This design comes from an exercise in tuning for small area, a short achievable clock period and few clock cycles on the open sky130 flow, not from production work. Function was checked by simulation only, so behaviour that the tests miss may differ from the original. Power figures rest on the tool's default switching activity, not on a simulated workload.

==> exp/cedar: inputs <==
==> flow/design.v <==
module spsl_core (
    input  wire        clk,
    input  wire        rst,           
    input  wire        req_we,        
    input  wire [31:0] req_wdata,
    output wire [31:0] rsp,
    output wire        busy,
    output reg         done,
    output reg         ovr,
    output wire        mem_en,
    output wire        mem_we,
    output reg  [15:0] mem_addr,
    output reg  [7:0]  mem_wdata,
    input  wire        mem_ready,
    input  wire [7:0]  mem_rdata,
    output wire        tmr_arm,
    input  wire        tmr_exp,
    output wire        adc_on,
    output wire        conv_start,
    input  wire        conv_done,
    input  wire [15:0] conv_data,
    output reg  [2:0]  adc_sel,
    output wire [3:0]  amp_en,
    output wire        fe_pwr
);
    localparam [1:0] RC_OK = 2'd0, RC_ILLEGAL = 2'd1,
                     RC_BAD_OPERAND = 2'd2, RC_BAD_RANGE = 2'd3;
    localparam [3:0] S_IDLE  = 4'd0,
                     S_RESP  = 4'd1,     
                     S_CRCS  = 4'd2,     
                     S_CRCR  = 4'd3,     
                     S_CRCH  = 4'd4,     
                     S_CRCL  = 4'd5,     
                     S_FETCH = 4'd6,
                     S_LABEL = 4'd7,
                     S_WARM  = 4'd8,     
                     S_TRIG  = 4'd9,     
                     S_SAMP  = 4'd10,    
                     S_DIV   = 4'd11;
    reg  [3:0]  state;
    reg  [1:0]  rcode;       
    reg  [1:0]  rsp_code;
    reg  [15:0] rsp_val;
    reg  [31:0] acc;         
    reg  [15:0] cnt;         
    reg  [1:0]  fbyte;       
    reg         disp;        
    reg  [4:0]  fetch_n;     
    reg  [7:0]  slot_d0 [0:5];
    reg  [7:0]  slot_d1 [0:5];
    reg  [5:0]  slot_f;      
    reg  [5:0]  slot_l2;     
    integer i;
    wire st_crcw = (state == S_CRCH) || (state == S_CRCL);
    wire st_mem  = (state == S_CRCS) || (state == S_CRCR) || st_crcw ||
                   (state == S_FETCH) || (state == S_LABEL);
    wire st_acq  = (state == S_WARM) || (state == S_TRIG) || (state == S_SAMP);
    assign rsp      = {6'd0, rsp_code, 8'h00, rsp_val};
    assign busy     = (state != S_IDLE);
    assign mem_en   = st_mem;
    assign mem_we   = st_crcw || (state == S_FETCH) || (state == S_LABEL);
    assign tmr_arm  = (state == S_WARM);
    assign adc_on   = (state == S_TRIG) || (state == S_SAMP);
    assign fe_pwr   = st_acq && disp;
    assign amp_en   = adc_on ? (4'd1 << (adc_sel[1:0] - 2'd1)) : 4'd0;
    wire        last     = (cnt == {14'd0, state == S_CRCS, 1'b1});
    wire [15:0] cnt_dec  = cnt - 16'd1;
    wire [15:0] addr_inc = mem_addr + 16'd1;
    wire [7:0]  w_opc = req_wdata[31:24];
    wire [7:0]  w_a   = req_wdata[23:16];
    wire [15:0] w_b   = req_wdata[15:0];
    wire        accept = req_we && !busy;
    wire op_send   = (w_opc == 8'h01);
    wire op_recv   = (w_opc == 8'h02);
    wire op_crc    = op_send || op_recv;
    wire op_disp   = (w_opc == 8'h10);
    wire op_fetch  = (w_opc == 8'h20);
    wire op_rreset = (w_opc == 8'h21);
    wire op_rwrite = (w_opc == 8'h22);
    wire op_label  = (w_opc == 8'h30);
    wire op_tcount = (w_opc == 8'h31);
    wire op_ttype  = (w_opc == 8'h32);
    wire op_tdur   = (w_opc == 8'h33);
    wire op_shutok = (w_opc == 8'h34);
    wire op_readch = (w_opc == 8'h40);
    wire op_known  = op_crc || op_disp || op_fetch || op_rreset || op_rwrite ||
                     op_label || op_tcount || op_ttype || op_tdur || op_shutok ||
                     op_readch;
    wire a_zero  = (w_a == 8'd0);
    wire b_zero  = (w_b == 16'd0);
    wire bh_zero = (w_b[15:8] == 8'd0);
    wire ab_zero = a_zero && b_zero;
    wire a_chan  = (w_a >= 8'd1) && (w_a <= 8'd4);
    wire a_ge3   = (w_a >= 8'd3);
    wire n_nz    = (fetch_n != 5'd0);
    wire rw_bad  = (w_a[7:4] == 4'd1 && w_b[7:0] != 8'd0) || w_a[3:0] > 4'd5 ||
                   w_a[7:4] == 4'd0 || w_a[7:4] > 4'd2;
    wire       b_top     = &w_b[15:8];
    wire [8:0] crc_s     = {1'b0, w_b[7:0]} + {1'b0, w_a};
    wire [8:0] fetch_s   = {1'b0, w_b[7:0]} + {4'd0, fetch_n};
    wire       crc_oor   = b_top && crc_s[8] && (crc_s[7:0] != 8'd0);
    wire       fetch_oor = b_top && fetch_s[8] && (fetch_s[7:0] != 8'd0);
    wire       label_oor = b_top && (&w_b[7:4]) && (w_b[3:0] != 4'd0);
    wire crc_use   = op_crc && a_ge3;
    wire fetch_use = op_fetch && a_zero && n_nz;
    wire acq_go    = (op_disp && bh_zero && a_chan) ||
                     (op_readch && a_chan && !b_zero);
    wire crc_go    = crc_use && !crc_oor;
    wire fetch_go  = fetch_use && !fetch_oor;
    wire label_go  = op_label && !label_oor;
    wire rc_range  = (crc_use && crc_oor) || (fetch_use && fetch_oor) ||
                     (op_label && label_oor);
    wire rc_oper   = (op_disp && !bh_zero) || (op_fetch && !a_zero) ||
                     ((op_rreset || op_tcount || op_shutok) && !ab_zero) ||
                     (op_rwrite && rw_bad) || ((op_ttype || op_tdur) && !b_zero) ||
                     (op_readch && !(a_chan && !b_zero));
    wire rc_ill    = !op_known;
    wire        use_b  = crc_use || fetch_use || op_label ||
                         (op_readch && a_chan && !b_zero);
    wire        rw_ok  = op_rwrite && !rw_bad;
    wire        diag   = op_disp && bh_zero && a_zero;
    wire [15:0] val_pre =
        (use_b || rw_ok) ? w_b :
        diag ? 16'hA55A :
        rc_ill ? {8'd0, w_opc} :
        rc_oper ? 16'd0 :
        op_tcount ? 16'd4 :
        op_shutok ? 16'd1 :
        op_ttype ? (a_chan ? 16'h0001 : 16'hFFFF) : 16'd0;
    wire [3:0] state_acc =
        crc_go   ? (op_send ? S_CRCS : S_CRCR) :
        fetch_go ? S_FETCH :
        label_go ? S_LABEL :
        acq_go   ? S_WARM : S_RESP;
    reg [15:0] crc_next;
    integer k;
    always @* begin
        crc_next = acc[15:0] ^ {mem_rdata, 8'h00};
        for (k = 0; k < 8; k = k + 1)
            crc_next = crc_next[15] ? ({crc_next[14:0], 1'b0} ^ 16'h1021)
                                    : {crc_next[14:0], 1'b0};
    end
    reg [2:0] cur;
    always @* begin
        cur = 3'd0;
        for (i = 5; i >= 0; i = i - 1)
            if (slot_f[i]) cur = i[2:0];
    end
    wire cur_l2   = slot_l2[cur];
    wire rec_last = fbyte[1] && (fbyte[0] || !cur_l2);    
    wire only_cur = (slot_f == (6'd1 << cur));
    reg [2:0] cur2;
    always @* begin
        cur2 = 3'd0;
        for (i = 5; i >= 0; i = i - 1)
            if (slot_f[i] && i[2:0] != cur) cur2 = i[2:0];
    end
    wire [7:0] fetch_nxt = rec_last       ? {5'd0, cur2} :
                           (fbyte == 2'd0) ? {6'd0, cur_l2, !cur_l2} :
                           (fbyte == 2'd1) ? slot_d0[cur] : slot_d1[cur];
    reg [127:0] lstr;
    always @* begin
        case (acc[2:0])
            3'd0:    lstr = "SPSL DIAGNOSTIC ";
            3'd1:    lstr = "LIGHT CHANNEL 1 ";
            3'd2:    lstr = "LIGHT CHANNEL 2 ";
            3'd3:    lstr = "LIGHT CHANNEL 3 ";
            3'd4:    lstr = "LIGHT CHANNEL 4 ";
            default: lstr = "CANNOT COMPUTE!!";
        endcase
    end
    wire [3:0] lidx       = cnt[3:0] - 4'd2;
    wire [7:0] label_byte = lstr[8*lidx +: 8];
    wire [7:0] label_b0   = a_zero ? "S" : (w_a <= 8'd4) ? "L" : "C";
    wire [31:0] sum       = acc + {16'd0, conv_data};
    wire        samp_done = (state == S_SAMP) && conv_done;
    assign conv_start = (state == S_TRIG) || (samp_done && !last);
    wire [16:0] dv_sub = acc[31:15] - {1'b0, mem_addr};
    wire        dv_ge  = !dv_sub[16];
    wire [31:0] dv_nxt = dv_ge ? {dv_sub[15:0], acc[14:0], 1'b1}
                               : {acc[30:0], 1'b0};
    wire       resp    = (state == S_RESP);
    wire       wr_disp = samp_done && last && disp;
    wire       wr_resp = resp && fbyte[0];
    wire [2:0] s_idx   = resp ? cnt[2:0] : adc_sel;
    wire [7:0] s_wd0   = resp ? mem_addr[15:8] : sum[18:11];
    wire [7:0] s_wd1   = resp ? mem_addr[7:0] : sum[10:3];
    wire       s_wl2   = !resp || cnt[3];
    wire       s_wr    = wr_disp || wr_resp;
    wire [5:0] s_we    = s_wr ? (6'd1 << s_idx) : 6'd0;
    wire [4:0] n_wr = fetch_n + {4'd0, s_wl2} +
                      (slot_f[s_idx] ? (slot_l2[s_idx] ? 5'd31 : 5'd0) : 5'd3);
    wire       n_clr = (resp && fbyte[1]) ||
                       (state == S_FETCH && mem_ready && rec_last && only_cur);
    always @(posedge clk) begin
        if (rst) begin
            state    <= S_IDLE;
            rsp_code <= RC_OK;
            rsp_val  <= 16'd0;
            done     <= 1'b0;
            ovr      <= 1'b0;
            adc_sel  <= 3'd0;
            slot_f   <= 6'd0;
            fetch_n  <= 5'd0;
        end else begin
            if (req_we && busy)
                ovr <= 1'b1;
            if (accept) begin
                done     <= 1'b0;
                state    <= state_acc;
                rcode    <= {rc_oper || rc_range, rc_ill || rc_range};
                mem_addr <= val_pre;
                fbyte    <= {op_rreset && ab_zero, rw_ok || diag};
                disp     <= op_disp;
                if (acq_go)
                    adc_sel <= w_a[2:0];
                mem_wdata <= op_fetch ? {5'd0, cur} : label_b0;
                cnt <= op_crc    ? {8'd0, w_a} :
                       op_label  ? 16'd16 :
                       op_readch ? w_b :
                       op_disp   ? 16'd8 :
                       {12'd0, w_a[5], w_a[2:0]};
                acc <= op_crc   ? 32'h0000FFFF :
                       op_label ? {29'd0, (w_a > 8'd4) ? 3'd5 : w_a[2:0]} : 32'd0;
            end
            case (state)
            S_RESP: begin
                if (fbyte[1])
                    slot_f <= 6'd0;      
                rsp_code <= rcode;
                rsp_val  <= fbyte[0] ? 16'd0 : mem_addr;
                done     <= 1'b1;
                state    <= S_IDLE;
            end
            S_CRCS, S_CRCR: begin
                if (mem_ready) begin
                    acc[15:0] <= crc_next;
                    mem_addr  <= addr_inc;
                    cnt       <= cnt_dec;
                    if (last) begin
                        if (state == S_CRCS) begin
                            mem_wdata <= crc_next[15:8];
                            state     <= S_CRCH;
                        end
                        else begin
                            rsp_code <= RC_OK;
                            rsp_val  <= {15'd0, crc_next == 16'd0};
                            done     <= 1'b1;
                            state    <= S_IDLE;
                        end
                    end
                end
            end
            S_CRCH: begin
                if (mem_ready) begin
                    mem_addr  <= addr_inc;
                    mem_wdata <= acc[7:0];
                    state     <= S_CRCL;
                end
            end
            S_CRCL: begin
                if (mem_ready) begin
                    rsp_code <= RC_OK;
                    rsp_val  <= 16'd1;
                    done     <= 1'b1;
                    state    <= S_IDLE;
                end
            end
            S_FETCH: begin
                if (mem_ready) begin
                    mem_addr  <= addr_inc;
                    mem_wdata <= fetch_nxt;
                    fbyte     <= fbyte + 2'd1;
                    if (rec_last) begin
                        slot_f[cur] <= 1'b0;
                        fbyte       <= 2'd0;
                        if (only_cur) begin
                            rsp_code <= RC_OK;
                            rsp_val  <= {11'd0, fetch_n};
                            done     <= 1'b1;
                            state    <= S_IDLE;
                        end
                    end
                end
            end
            S_LABEL: begin
                if (mem_ready) begin
                    mem_addr  <= addr_inc;
                    mem_wdata <= label_byte;
                    cnt       <= cnt_dec;
                    if (last) begin
                        rsp_code <= RC_OK;
                        rsp_val  <= 16'd16;
                        done     <= 1'b1;
                        state    <= S_IDLE;
                    end
                end
            end
            S_WARM: begin
                if (tmr_exp)
                    state <= S_TRIG;
            end
            S_TRIG:
                state <= S_SAMP;
            S_SAMP: begin
                if (conv_done) begin
                    acc <= sum;
                    cnt <= cnt_dec;
                    if (last) begin
                        cnt <= 16'd16;
                        if (disp) begin
                            rsp_code <= RC_OK;
                            rsp_val  <= 16'd1;
                            done     <= 1'b1;
                            state    <= S_IDLE;
                        end else
                            state <= S_DIV;
                    end
                end
            end
            S_DIV: begin
                acc <= dv_nxt;
                cnt <= cnt_dec;
                if (last) begin
                    rsp_code <= RC_OK;
                    rsp_val  <= dv_nxt[15:0];
                    done     <= 1'b1;
                    state    <= S_IDLE;
                end
            end
            default: ;
            endcase
            for (i = 0; i < 6; i = i + 1)
                if (s_we[i]) begin
                    slot_f[i]  <= 1'b1;
                    slot_l2[i] <= s_wl2;
                end
            if (s_wr)
                fetch_n <= n_wr;
            else if (n_clr)
                fetch_n <= 5'd0;
        end
        for (i = 0; i < 6; i = i + 1)
            if (s_we[i]) begin
                slot_d0[i] <= s_wd0;
                slot_d1[i] <= s_wd1;
            end
    end
endmodule
==> flow/run.sh <==
#!/bin/bash
# synth_recipe.tcl (not shown) runs the flow's synth.tcl, then flattens the netlist and writes it again
# the make line also repeats each setting of config.mk as NAME=value (left out here)
make -C /OpenROAD-flow-scripts/flow DESIGN_CONFIG=/design/flow/config.mk WORK_HOME=/design/flow/orfs CLKGATE_MAP_FILE= SYNTH_SCRIPT=/design/flow/synth_recipe.tcl finish
==> flow/config.mk <==
export PLATFORM = sky130hd
export DESIGN_NAME = spsl_core
export DESIGN_NICKNAME = spsl_core
export VERILOG_FILES = /design/flow/design.v
export SDC_FILE = /design/flow/constraint.sdc
export NUM_CORES = 4
export LEC_CHECK = 0
export CAP_MARGIN = 20
export CORE_MARGIN = 2
export CORE_UTILIZATION = 40
export CTS_BUF_LIST = sky130_fd_sc_hd__clkbuf_8
export CTS_CLUSTER_SIZE = 40
export SETUP_SLACK_MARGIN = 5
export SLEW_MARGIN = 20
==> flow/constraint.sdc <==
create_clock -name core_clock -period 10.0 [get_ports {clk}]
set_input_delay 2.0000 -clock core_clock [delete_from_list [all_inputs] [get_ports {clk}]]
set_output_delay 2.0000 -clock core_clock [all_outputs]
set_load 0.01 [all_outputs]
==> exp/nickel (differences from exp/cedar) <==
--- a/flow/design.v
+++ b/flow/design.v
@@ -27,14 +27,14 @@
                      RC_BAD_OPERAND = 2'd2, RC_BAD_RANGE = 2'd3;
-    localparam [3:0] S_IDLE  = 4'd0,
-                     S_RESP  = 4'd1,     
-                     S_CRCS  = 4'd2,     
-                     S_CRCR  = 4'd3,     
-                     S_CRCH  = 4'd4,     
-                     S_CRCL  = 4'd5,     
-                     S_FETCH = 4'd6,
-                     S_LABEL = 4'd7,
-                     S_WARM  = 4'd8,     
-                     S_TRIG  = 4'd9,     
-                     S_SAMP  = 4'd10,    
-                     S_DIV   = 4'd11;
+    localparam [3:0] S_IDLE  = 4'b0000,
+                     S_RESP  = 4'b0001,     
+                     S_CRCH  = 4'b0010,     
+                     S_CRCL  = 4'b0011,     
+                     S_CRCS  = 4'b0100,     
+                     S_CRCR  = 4'b0101,     
+                     S_FETCH = 4'b0110,
+                     S_LABEL = 4'b0111,
+                     S_WARM  = 4'b1000,     
+                     S_TRIG  = 4'b1001,     
+                     S_SAMP  = 4'b1011,     
+                     S_DIV   = 4'b1100;
     reg  [3:0]  state;
@@ -53,6 +53,5 @@
     integer i;
-    wire st_crcw = (state == S_CRCH) || (state == S_CRCL);
-    wire st_mem  = (state == S_CRCS) || (state == S_CRCR) || st_crcw ||
-                   (state == S_FETCH) || (state == S_LABEL);
-    wire st_acq  = (state == S_WARM) || (state == S_TRIG) || (state == S_SAMP);
+    wire st_crcw = (state[3:1] == 3'b001);
+    wire st_mem  = !state[3] && (state[2] || state[1]);
+    wire st_acq  = (state[3:2] == 2'b10);
     assign rsp      = {6'd0, rsp_code, 8'h00, rsp_val};
@@ -60,5 +59,5 @@
     assign mem_en   = st_mem;
-    assign mem_we   = st_crcw || (state == S_FETCH) || (state == S_LABEL);
+    assign mem_we   = !state[3] && state[1];
     assign tmr_arm  = (state == S_WARM);
-    assign adc_on   = (state == S_TRIG) || (state == S_SAMP);
+    assign adc_on   = st_acq && state[0];
     assign fe_pwr   = st_acq && disp;
@@ -174,8 +173,11 @@
     wire [7:0] label_b0   = a_zero ? "S" : (w_a <= 8'd4) ? "L" : "C";
-    wire [31:0] sum       = acc + {16'd0, conv_data};
+    wire        st_div    = (state == S_DIV);
+    wire [31:0] add_b     = st_div ? {1'b1, ~mem_addr, 15'h7FFF}
+                                   : {16'd0, conv_data};
+    wire [31:0] sum       = acc + add_b + {31'd0, st_div};
     wire        samp_done = (state == S_SAMP) && conv_done;
-    assign conv_start = (state == S_TRIG) || (samp_done && !last);
-    wire [16:0] dv_sub = acc[31:15] - {1'b0, mem_addr};
-    wire        dv_ge  = !dv_sub[16];
-    wire [31:0] dv_nxt = dv_ge ? {dv_sub[15:0], acc[14:0], 1'b1}
+    reg more;
+    assign conv_start = (state == S_TRIG) || (more && conv_done);
+    wire        dv_ge  = !sum[31];
+    wire [31:0] dv_nxt = dv_ge ? {sum[30:15], acc[14:0], 1'b1}
                                : {acc[30:0], 1'b0};
@@ -204,2 +206,3 @@
             fetch_n  <= 5'd0;
+            more     <= 1'b0;
         end else begin
@@ -302,8 +305,11 @@
             end
-            S_TRIG:
+            S_TRIG: begin
                 state <= S_SAMP;
+                more  <= !last;
+            end
             S_SAMP: begin
                 if (conv_done) begin
-                    acc <= sum;
-                    cnt <= cnt_dec;
+                    acc  <= sum;
+                    cnt  <= cnt_dec;
+                    more <= !last && (cnt != 16'd2);
                     if (last) begin
==> flow/flow/run.sh (new file) <==
#!/bin/bash
# The standard layout (the standard.sh: ORFS synthesis to finish, unchanged),
# except that the port buffers ORFS inserts before global placement are
# sky130_fd_sc_hd__buf_1 cells instead of the default clkdlybuf4s50_1.
set -euo pipefail
export BUFFER_PORTS_ARGS="-buffer_cell sky130_fd_sc_hd__buf_1"
export SETUP_SLACK_MARGIN=5.5
bash standard.sh > standard.log 2>&1
==> flow/standard.sh (new file) <==
#!/bin/bash
# synth_recipe.tcl (not shown) runs the flow's synth.tcl, then flattens the netlist and writes it again
# the make line also repeats each setting of config.mk as NAME=value (left out here)
make -C /OpenROAD-flow-scripts/flow DESIGN_CONFIG=/design/flow/config.mk WORK_HOME=/design/flow/orfs CLKGATE_MAP_FILE= SYNTH_SCRIPT=/design/flow/synth_recipe.tcl "${@:-finish}"
Settings changed: CTS_BUF_LIST sky130_fd_sc_hd__clkbuf_8 to not set, CTS_CLUSTER_SIZE 40 to not set, SETUP_SLACK_MARGIN 5 to not set.
removed: flow/run.sh
==> exp/harbor (differences from exp/cedar) <==
--- a/flow/design.v
+++ b/flow/design.v
@@ -65,3 +65,3 @@
     assign amp_en   = adc_on ? (4'd1 << (adc_sel[1:0] - 2'd1)) : 4'd0;
-    wire        last     = (cnt == {14'd0, state == S_CRCS, 1'b1});
+    wire        last     = (cnt == 16'd0);
     wire [15:0] cnt_dec  = cnt - 16'd1;
@@ -151,11 +151,2 @@
     wire only_cur = (slot_f == (6'd1 << cur));
-    reg [2:0] cur2;
-    always @* begin
-        cur2 = 3'd0;
-        for (i = 5; i >= 0; i = i - 1)
-            if (slot_f[i] && i[2:0] != cur) cur2 = i[2:0];
-    end
-    wire [7:0] fetch_nxt = rec_last       ? {5'd0, cur2} :
-                           (fbyte == 2'd0) ? {6'd0, cur_l2, !cur_l2} :
-                           (fbyte == 2'd1) ? slot_d0[cur] : slot_d1[cur];
     reg [127:0] lstr;
@@ -171,5 +162,18 @@
     end
-    wire [3:0] lidx       = cnt[3:0] - 4'd2;
-    wire [7:0] label_byte = lstr[8*lidx +: 8];
-    wire [7:0] label_b0   = a_zero ? "S" : (w_a <= 8'd4) ? "L" : "C";
+    wire [7:0] label_byte = lstr[8*cnt[3:0] +: 8];
+    always @* begin
+        if (state == S_LABEL)
+            mem_wdata = label_byte;
+        else if (state == S_FETCH)
+            case (fbyte)
+                2'd0:    mem_wdata = {5'd0, cur};
+                2'd1:    mem_wdata = {6'd0, cur_l2, !cur_l2};
+                2'd2:    mem_wdata = slot_d0[cur];
+                default: mem_wdata = slot_d1[cur];
+            endcase
+        else if (state == S_CRCH)
+            mem_wdata = acc[15:8];
+        else
+            mem_wdata = acc[7:0];
+    end
     wire [31:0] sum       = acc + {16'd0, conv_data};
@@ -216,7 +220,6 @@
                     adc_sel <= w_a[2:0];
-                mem_wdata <= op_fetch ? {5'd0, cur} : label_b0;
-                cnt <= op_crc    ? {8'd0, w_a} :
-                       op_label  ? 16'd16 :
-                       op_readch ? w_b :
-                       op_disp   ? 16'd8 :
+                cnt <= op_crc    ? {8'd0, w_a - (op_send ? 8'd3 : 8'd1)} :
+                       op_label  ? 16'd15 :
+                       op_readch ? w_b - 16'd1 :
+                       op_disp   ? (diag ? 16'd8 : 16'd7) :
                        {12'd0, w_a[5], w_a[2:0]};
@@ -240,6 +243,4 @@
                     if (last) begin
-                        if (state == S_CRCS) begin
-                            mem_wdata <= crc_next[15:8];
-                            state     <= S_CRCH;
-                        end
+                        if (state == S_CRCS)
+                            state <= S_CRCH;
                         else begin
@@ -255,5 +256,4 @@
                 if (mem_ready) begin
-                    mem_addr  <= addr_inc;
-                    mem_wdata <= acc[7:0];
-                    state     <= S_CRCL;
+                    mem_addr <= addr_inc;
+                    state    <= S_CRCL;
                 end
@@ -270,5 +270,4 @@
                 if (mem_ready) begin
-                    mem_addr  <= addr_inc;
-                    mem_wdata <= fetch_nxt;
-                    fbyte     <= fbyte + 2'd1;
+                    mem_addr <= addr_inc;
+                    fbyte    <= fbyte + 2'd1;
                     if (rec_last) begin
@@ -287,5 +286,4 @@
                 if (mem_ready) begin
-                    mem_addr  <= addr_inc;
-                    mem_wdata <= label_byte;
-                    cnt       <= cnt_dec;
+                    mem_addr <= addr_inc;
+                    cnt      <= cnt_dec;
                     if (last) begin
@@ -309,3 +307,3 @@
                     if (last) begin
-                        cnt <= 16'd16;
+                        cnt <= 16'd15;
                         if (disp) begin
@@ -343,3 +341,3 @@
         for (i = 0; i < 6; i = i + 1)
-            if (s_we[i]) begin
+            if (s_we[i] && !rst) begin
                 slot_d0[i] <= s_wd0;
Settings changed: CTS_BUF_LIST sky130_fd_sc_hd__clkbuf_8 to not set, CTS_CLUSTER_SIZE 40 to not set, SETUP_SLACK_MARGIN 5 to not set.
==> results.txt <==
	exp/cedar	exp/harbor	exp/nickel
Crit path DAT	5.15 ns	4.62 ns	2.47 ns
EDFF count, synth	179	171	179
Areal power density over the cells	181 nW/um^2	211 nW/um^2	148 nW/um^2
Reg-to-Reg End	fetch_n[4]	fetch_n[4]	acc[31]
Unique masters post-synth	104	107	83
Outcome	complete, no violations	complete, no violations	complete, no violations
Placed cell count	2389	2349	2346
Worst slack at placement	4.23 ns	3.85 ns	4.26 ns
Dpl cell area	17800 sq um	17500 sq um	16600 sq um
Via count	15500	15100	15200
Global routing met3 resource utilization	4.81%	3.85%	3.50%
Instance count on the critical path	10	11	4
Hold Worst Slack	0.466 ns	0.460 ns	0.472 ns
Post-synthesis compound-gate area fraction	24.9%	26.8%	25.5%
Launching element type of the critical path	input port	flop	input port
Height of the die	206 um	204 um	202 um
FF+latch count	217	209	218
Crit path kind	in2reg	reg2out	in2out
Total Power	0.00338 W	0.00388 W	0.00265 W
Clock Tree Root	sky130_fd_sc_hd__clkbuf_8	sky130_fd_sc_hd__clkbuf_16	sky130_fd_sc_hd__clkbuf_16
Violation count after the first detailed-routing iteration	1714	1921	1666
Final non-clock buffer share	7.81%	7.58%	4.68%
Number of H-tree levels	2	1	1
Post-layout instance count excluding filler cells	2474	2395	2414
Row count	73	73	72
Number of CTS-inserted buffers	41	24	25
#MultiIn Comb	1437	1406	1415
Testbench counts of exp/cedar, summed over its fixed seeds: cycles 26,948.
Testbench counts of exp/nickel, summed over its fixed seeds: cycles 26,948.
Testbench counts of exp/harbor, summed over its fixed seeds: cycles 26,948.

## port drivers added, routing unchanged
In the flow no input, the clock included, has a driving cell. The finished layouts below were timed again as built, in two steps. Step 1 assumes that a clkbuf_16 drives the clock port and a buf_2 every other input. Step 2 adds t to the input delays and takes it off the output delays; t is the mean of the earliest and latest rising clock arrival at the registers after step 1. Input paths then give back, and output paths get back, about the clock's delay inside the block. Three values: no drivers, after step 1, after step 2; two values: the first two.
| run | t, ns | setup slack, ns | worst data-port slew with drivers (ns) | cell pins on the clock port's net |
|---|---|---|---|---|
| exp/cedar | 0.637 | 5.157 / 5.184 / 4.547 | 0.04 | 1 |
| exp/nickel | 0.600 | 5.534 / 5.495 / 4.973 | 0.08 | 1 |
| exp/harbor | 0.591 | 3.384 / 3.326 / 3.717 | 0.07 | 1 |
After both steps every run listed still meets setup and hold. The setup slack of exp/cedar, which loses most, moves by +0.027 ns with the drivers and by -0.610 ns with both steps.
